Background: an optimization exercise with open tools, aiming at small area, a short achievable clock period and few clock cycles per item. Do not read the settings as production practice. In this exercise RTL edits were held to simulation tests only and were not proved equivalent to the original. No activity file was given, so power comes from the tool's default toggle rates.

== the baseline ==
==> flow/design.v <==
module fdec (
    input  wire        clk,
    input  wire        rst,         
    input  wire        rx_valid,
    input  wire [7:0]  rx_data,
    input  wire        rx_eos,
    output wire        rx_ready,
    output wire        fo_valid,
    input  wire        fo_ready,
    output wire [31:0] fo_seq,
    output wire [6:0]  fo_len,
    output wire [7:0]  fo_data,
    output wire        fo_last,
    output wire        done         
);
    localparam MAXP = 64;                
    localparam NB   = 68;                
    localparam SYNC = 8'hAA;
    localparam S_SEARCH  = 2'd0;
    localparam S_HEADER  = 2'd1;
    localparam S_PAYLOAD = 2'd2;
    localparam S_END     = 2'd3;         
    reg  [7:0]    mem [0:NB-1];
    reg           mw_v;      
    reg  [6:0]    mw_a;
    reg  [7:0]    mw_d;
    reg           m_v, s_v, done_r, rdy_r;
    reg  [7:0]    m_d, s_d;
    reg           m_aa, s_aa;
    assign rx_ready = rdy_r;                 
    assign done     = done_r;
    reg  [6:0]    rp, wp;
    reg           qpend;     
    reg           qv;
    reg  [7:0]    qd;
    reg           q_aa;
    reg  [1:0]    st;
    reg  [5:0]    wlen;      
    reg  [6:0]    prem;      
    reg           hl_r;      
    reg           pl_r;      
    reg           lbad;      
    reg           vok;       
    reg  [6:0]    la7;       
    reg           hdr_pay;   
    reg  [7:0]    r [0:15];  
    reg  [3:0]    trk;       
    reg           fnd;       
    reg  [6:0]    nslot;     
    reg           fnd_last;  
    reg  [6:0]    sslot;     
    reg           em_act;    
    reg  [2:0]    em_sqc;    
    reg  [6:0]    em_rem;    
    reg           em_zero;   
    reg  [6:0]    ra;        
    reg           ra_ok;     
    reg  [6:0]    fre;       
    reg           pend;      
    reg           fo_v, fo_l, sk_v, sk_l;
    reg  [7:0]    fo_d, sk_d;
    reg  [31:0]   o_seq;
    reg  [6:0]    o_len;
    assign fo_valid = fo_v;
    assign fo_seq   = o_seq;
    assign fo_len   = o_len;
    assign fo_data  = fo_d;
    assign fo_last  = fo_l;
    wire em_busy = em_act || fo_v || sk_v;
    wire       src_q  = qpend;
    wire       have   = src_q ? qv : m_v;
    wire [7:0] b      = qv ? qd : m_d;        
    wire       is_aa  = qv ? q_aa : m_aa;
    wire in_hdr  = (st == S_HEADER);
    wire in_pay  = (st == S_PAYLOAD);
    wire in_end  = (st == S_END);
    wire ok_end  = in_end && vok;            
    wire ld      = (ok_end || pend) && !em_busy;    
    wire end_q   = in_end && !vok && fnd;    
    wire lrej    = in_hdr && lbad;           
    wire store   = !src_q && (in_pay || (in_hdr && (fnd || (wlen[5:3] == 3'b101))));    
    wire full    = em_act && ((fre == 7'd0) || ((fre == 7'd1) && mw_v));
    wire stall   = (pend && in_hdr && (wlen == 6'd16)) || (store && full) || end_q || lrej;
    wire step    = have && !stall;
    wire wr      = step && store;
    wire [6:0] rp_inc  = (rp == NB-1) ? 7'd0 : rp + 7'd1;
    wire [6:0] rp_next = (src_q || store) ? rp_inc : rp;
    wire [6:0] ra_inc  = (ra == NB-1) ? 7'd0 : ra + 7'd1;
    wire [6:0] fre_p1  = fre + 7'd1;
    wire [6:0] fre_m1  = fre - 7'd1;
    wire [7:0] sdist   = {1'b0, sslot} - {1'b0, wp};
    wire [6:0] fre_ini = sdist[7] ? sdist[6:0] + NB : sdist[6:0];
    wire       fnd_now   = fnd || ((trk == 4'd15) && is_aa);
    wire [6:0] nslot_now = fnd ? nslot : rp_next;
    wire [3:0] trk_now   = is_aa ? trk + 4'd1 : 4'd0;
    wire [5:0] wl = (in_end && vok) ? 6'd0 : wlen;
    wire [7:0] lab = {1'b0, la7};
    wire lchk = (wlen == 6'd16) ? (b <= MAXP) :
                (wlen == 6'd20) ? (b == lab) : (b == 8'd0);
    wire rest_zero = ~|{r[1], r[2], r[3], r[4], r[5], r[6], r[7], r[8],
                        r[9], r[10], r[11], r[12], r[13], r[14], r[15]};
    wire hdr_ok    = rest_zero && (r[0] == 8'd0);
    wire pay_ok    = rest_zero && (qv ? (r[0] == qd) : (r[0] == m_d));
    wire rp_chg    = (step && (src_q || store)) || ((end_q || lrej) && fnd);
    wire [7:0] rdata   = mem[ra];
    wire       sfetch  = em_act && (em_sqc != 3'd0);
    wire       fetch   = em_act && (em_sqc == 3'd0) && !sk_v;
    wire       radv    = sfetch || (fetch && !em_zero);
    wire       b_last  = em_zero || (em_rem == 7'd1);
    wire       qfetch  = !em_act && qpend && !qv && ra_ok;
    always @(posedge clk) begin
        mw_a <= wp;
        mw_d <= b;
        if (mw_v)
            mem[mw_a] <= mw_d;
    end
    integer i;
    always @(posedge clk) begin
        if (step) begin
            if (in_hdr && wlen == 6'd16) begin
                la7     <= b[6:0];
                hdr_pay <= (b[6:0] != 7'd0);
            end
            if (in_hdr && wlen == 6'd40)
                sslot <= rp;
            if ((in_hdr && wlen >= 6'd24 && wlen < 6'd40) || in_pay) begin
                for (i = 0; i < 15; i = i + 1)
                    r[i] <= r[i+1];
                r[15] <= in_pay ? (r[0] - b) : (b - lab);
            end
            if (in_hdr || in_pay) begin
                nslot    <= nslot_now;
                fnd_last <= !fnd && fnd_now;
            end
            if (hl_r)
                prem <= la7;
            else
                prem <= prem - 7'd1;
            vok <= hl_r ? hdr_ok : pay_ok;
        end
        if (ld)
            o_len <= la7;
        if (sfetch) begin
            case (em_sqc)
                3'd4: o_seq[7:0]   <= rdata;
                3'd3: o_seq[15:8]  <= rdata;
                3'd2: o_seq[23:16] <= rdata;
                default: o_seq[31:24] <= rdata;
            endcase
        end
        if (qfetch) begin
            qd   <= rdata;
            q_aa <= (rdata == SYNC);
        end
        if (!m_v || (step && !src_q)) begin
            m_d  <= s_v ? s_d : rx_data;
            m_aa <= s_v ? s_aa : (rx_data == SYNC);
        end
        if (!s_v) begin
            s_d  <= rx_data;
            s_aa <= (rx_data == SYNC);
        end
        if (!fo_v || fo_ready) begin
            fo_d <= sk_v ? sk_d : rdata;
            fo_l <= sk_v ? sk_l : b_last;
        end
        if (!sk_v) begin
            sk_d <= rdata;
            sk_l <= b_last;
        end
    end
    always @(posedge clk) begin
        if (rst) begin
            m_v     <= 1'b0;
            s_v     <= 1'b0;
            done_r  <= 1'b0;
            rp      <= 7'd0;
            wp      <= 7'd0;
            qpend   <= 1'b0;
            qv      <= 1'b0;
            st      <= S_SEARCH;
            wlen    <= 6'd0;
            em_act  <= 1'b0;
            pend    <= 1'b0;
            fo_v    <= 1'b0;
            sk_v    <= 1'b0;
            mw_v    <= 1'b0;
            rdy_r   <= 1'b1;
        end else begin
            mw_v  <= wr;
            rdy_r <= !(s_v ? !(!m_v || (step && !src_q)) : (m_v && !(step && !src_q) && rx_valid && rx_ready && !rx_eos))
                     && !(done_r || (rx_valid && rx_ready && rx_eos));
            if (rx_valid && rx_ready && rx_eos)
                done_r <= 1'b1;
            if (!m_v || (step && !src_q)) begin
                if (s_v) begin
                    m_v <= 1'b1;
                    s_v <= 1'b0;
                end else begin
                    m_v <= rx_valid && rx_ready && !rx_eos;
                end
            end else if (rx_valid && rx_ready && !rx_eos) begin
                s_v <= 1'b1;
            end
            if (step && src_q)
                qv <= 1'b0;
            else if (qfetch)
                qv <= 1'b1;
            if (end_q || (lrej && fnd)) begin
                st    <= S_HEADER;
                wlen  <= 6'd16;
                trk   <= 4'd15;
                fnd   <= 1'b0;
                lbad  <= 1'b0;
                rp    <= nslot;
                qpend <= !fnd_last || (nslot != wp);
            end else if (lrej) begin
                st    <= S_SEARCH;
                wlen  <= {2'b00, trk};
                lbad  <= 1'b0;
            end else if (in_end && !step) begin
                st    <= S_SEARCH;
                wlen  <= wl;
                fnd   <= 1'b0;
            end
            if (step) begin
                rp   <= rp_next;
                hl_r <= in_hdr && (wlen == 6'd42);
                pl_r <= hl_r ? (la7 == 7'd1) : (in_pay && (prem == 7'd2));
                lbad <= in_hdr && (wlen[5:3] == 3'b010) && !lchk;    
                if (src_q)
                    qpend <= (rp_inc != wp);
                if (store)
                    wp <= rp_inc;
                case (st)
                    S_HEADER: begin
                        wlen <= wlen + 6'd1;
                        trk  <= trk_now;
                        fnd  <= fnd_now;
                        if (hl_r) begin
                            st   <= hdr_pay ? S_PAYLOAD : S_END;
                            wlen <= {2'b00, trk_now};
                        end
                    end
                    S_PAYLOAD: begin
                        trk  <= trk_now;
                        fnd  <= fnd_now;
                        if (pl_r) begin
                            st   <= S_END;
                            wlen <= {2'b00, trk_now};
                        end
                    end
                    default: begin       
                        fnd <= 1'b0;
                        if (is_aa) begin
                            wlen <= wl + 6'd1;
                            if (wl == 6'd15) begin
                                st  <= S_HEADER;
                                trk <= 4'd15;
                            end else begin
                                st  <= S_SEARCH;
                            end
                        end else begin
                            wlen <= 6'd0;
                            st   <= S_SEARCH;
                        end
                    end
                endcase
            end
            if (ld)
                fre <= fre_ini;
            else
                fre <= (radv && !mw_v) ? fre_p1 : (!radv && mw_v) ? fre_m1 : fre;
            if (ld)
                pend <= 1'b0;
            else if (ok_end)
                pend <= 1'b1;
            if (ld) begin
                em_act  <= 1'b1;
                em_sqc  <= 3'd4;
                em_rem  <= la7;
                em_zero <= !hdr_pay;
                ra      <= sslot;
                ra_ok   <= 1'b0;
            end else if (em_act) begin
                ra_ok <= 1'b0;
                if (radv)
                    ra <= ra_inc;
                if (sfetch)
                    em_sqc <= em_sqc - 3'd1;
                if (fetch) begin
                    if (b_last)
                        em_act <= 1'b0;
                    if (em_zero)
                        em_zero <= 1'b0;
                    else
                        em_rem <= em_rem - 7'd1;
                end
            end else begin
                ra    <= rp;
                ra_ok <= !rp_chg;
            end
            if (fetch) begin
                if (!fo_v || fo_ready)
                    fo_v <= 1'b1;
                else
                    sk_v <= 1'b1;
            end else if (sk_v) begin
                if (fo_ready)
                    sk_v <= 1'b0;
            end else if (fo_ready) begin
                fo_v <= 1'b0;
            end
        end
    end
endmodule
export LEC_CHECK = 0
export CAP_MARGIN = 20
export CORE_MARGIN = 2
export CORE_UTILIZATION = 40
export SLEW_MARGIN = 20
create_clock -name core_clock -period 10.0 [get_ports {clk}]
standard.sh (not shown) runs the stock make flow with config.mk's settings and CLKGATE_MAP_FILE= SYNTH_SCRIPT=/design/flow/synth_recipe.tcl, a recipe that flattens the netlist after the stock synthesis.
==> flow/flow/run.sh <==
#!/bin/bash
set -euo pipefail
bash standard.sh SETUP_SLACK_MARGIN=7 \
  "CTS_ARGS=-sink_clustering_enable -repair_clock_nets -buf_list sky130_fd_sc_hd__clkbuf_16 -sink_clustering_size 24 -sink_clustering_max_diameter 80 -dont_use_dummy_load" \
  finish > standard_flow.log 2>&1
The final layout from the baseline, which completed every stage, passed the timing, design-rule and antenna checks at the end of the flow.
Testbench counts of the baseline, summed over its fixed seeds: cycles 74,668, bytes 74,262.
#### Input delta (the candidate over the baseline)
-- flow/design.v --
<<< the baseline, line 27
    reg           m_v, s_v, done_r, rdy_r;
    reg  [7:0]    m_d, s_d;
    reg           m_aa, s_aa;
    assign rx_ready = rdy_r;                 
    assign done     = done_r;
>>> the candidate, line 27
    reg           m_v, s_v, done_r, rdy_r;
    reg  [7:0]    m_d, s_d;
    reg           m_aa, s_aa, m_z, s_z, m_le, s_le;
    assign rx_ready = rdy_r;                 
    assign done     = done_r;
<<< the baseline, line 34
    reg           qv;
    reg  [7:0]    qd;
    reg           q_aa;
    reg  [1:0]    st;
    reg  [5:0]    wlen;      
>>> the candidate, line 34
    reg           qv;
    reg  [7:0]    qd;
    reg           q_aa, q_z, q_le;
    reg  [1:0]    st;
    reg  [5:0]    wlen;      
<<< the baseline, line 72
    wire [7:0] b      = qv ? qd : m_d;        
    wire       is_aa  = qv ? q_aa : m_aa;
    wire in_hdr  = (st == S_HEADER);
    wire in_pay  = (st == S_PAYLOAD);
>>> the candidate, line 72
    wire [7:0] b      = qv ? qd : m_d;        
    wire       is_aa  = qv ? q_aa : m_aa;
    wire       is_z   = qv ? q_z : m_z;
    wire       is_le  = qv ? q_le : m_le;
    wire in_hdr  = (st == S_HEADER);
    wire in_pay  = (st == S_PAYLOAD);
<<< the baseline, line 96
    wire [5:0] wl = (in_end && vok) ? 6'd0 : wlen;
    wire [7:0] lab = {1'b0, la7};
    wire lchk = (wlen == 6'd16) ? (b <= MAXP) :
                (wlen == 6'd20) ? (b == lab) : (b == 8'd0);
    wire rest_zero = ~|{r[1], r[2], r[3], r[4], r[5], r[6], r[7], r[8],
                        r[9], r[10], r[11], r[12], r[13], r[14], r[15]};
>>> the candidate, line 98
    wire [5:0] wl = (in_end && vok) ? 6'd0 : wlen;
    wire [7:0] lab = {1'b0, la7};
    wire lchk = (wlen == 6'd16) ? is_le :
                (wlen == 6'd20) ? (b == lab) : is_z;
    wire rest_zero = ~|{r[1], r[2], r[3], r[4], r[5], r[6], r[7], r[8],
                        r[9], r[10], r[11], r[12], r[13], r[14], r[15]};
<<< the baseline, line 152
            qd   <= rdata;
            q_aa <= (rdata == SYNC);
        end
        if (!m_v || (step && !src_q)) begin
            m_d  <= s_v ? s_d : rx_data;
            m_aa <= s_v ? s_aa : (rx_data == SYNC);
        end
        if (!s_v) begin
            s_d  <= rx_data;
            s_aa <= (rx_data == SYNC);
        end
        if (!fo_v || fo_ready) begin
>>> the candidate, line 154
            qd   <= rdata;
            q_aa <= (rdata == SYNC);
            q_z  <= (rdata == 8'd0);
            q_le <= (rdata <= MAXP);
        end
        if (!m_v || (step && !src_q)) begin
            m_d  <= s_v ? s_d : rx_data;
            m_aa <= s_v ? s_aa : (rx_data == SYNC);
            m_z  <= s_v ? s_z : (rx_data == 8'd0);
            m_le <= s_v ? s_le : (rx_data <= MAXP);
        end
        if (!s_v) begin
            s_d  <= rx_data;
            s_aa <= (rx_data == SYNC);
            s_z  <= (rx_data == 8'd0);
            s_le <= (rx_data <= MAXP);
        end
        if (!fo_v || fo_ready) begin
Findings:
The candidate went all the way through synthesis, placement and routing and the layout is clean on timing, DRC and antenna. Power (the candidate vs. the baseline) increases slightly. Taking the baseline as the reference, in the candidate fraction of synthesized cell area in xor and xnor cells barely changed, clock network fraction of design power now sits higher, die boundary height picked up an extra about 0.44%, routed wire length went up. Changes observed in the candidate relative to the baseline: number of enable-type register cells in the synthesized netlist moved up; placed wire-length estimate moved up. Of the candidate and the baseline, the lower flip-flop and latch count after synthesis belongs to the baseline. Between the candidate and the baseline, the post-route core utilization figures differ only marginally. Synthesized cell area: the candidate and the baseline compared, higher one is the candidate. Comparing the candidate and the baseline, worst hold slack after final layout is lower on the candidate.
Testbench counts of the candidate, summed over its fixed seeds: cycles 74,668, bytes 74,262.

## re-timing with driven ports
Ports are ideal in the flow. The routed layouts listed here were re-timed in OpenROAD.
Step 1, drivers: a clkbuf_16 drives clk and a buf_2 each remaining input, both assumed.
Step 2 also shifts input and output timing later by t, the mid clock arrival at the registers, as if the neighbouring blocks saw the same clock.
Three values: ideal, step 1, step 2; two values: the first two.
run	t (ns)	slack for setup (ns)	clock arrival spread, ns
the baseline	0.667	6.667 / 6.597 / 6.479	0.062 / 0.062
the candidate	0.654	6.734 / 6.670 / 6.448	0.051 / 0.052
After both steps every run listed still meets setup and hold. The setup slack of the candidate, which loses most, moves by -0.064 ns with the drivers and by -0.286 ns with both steps.
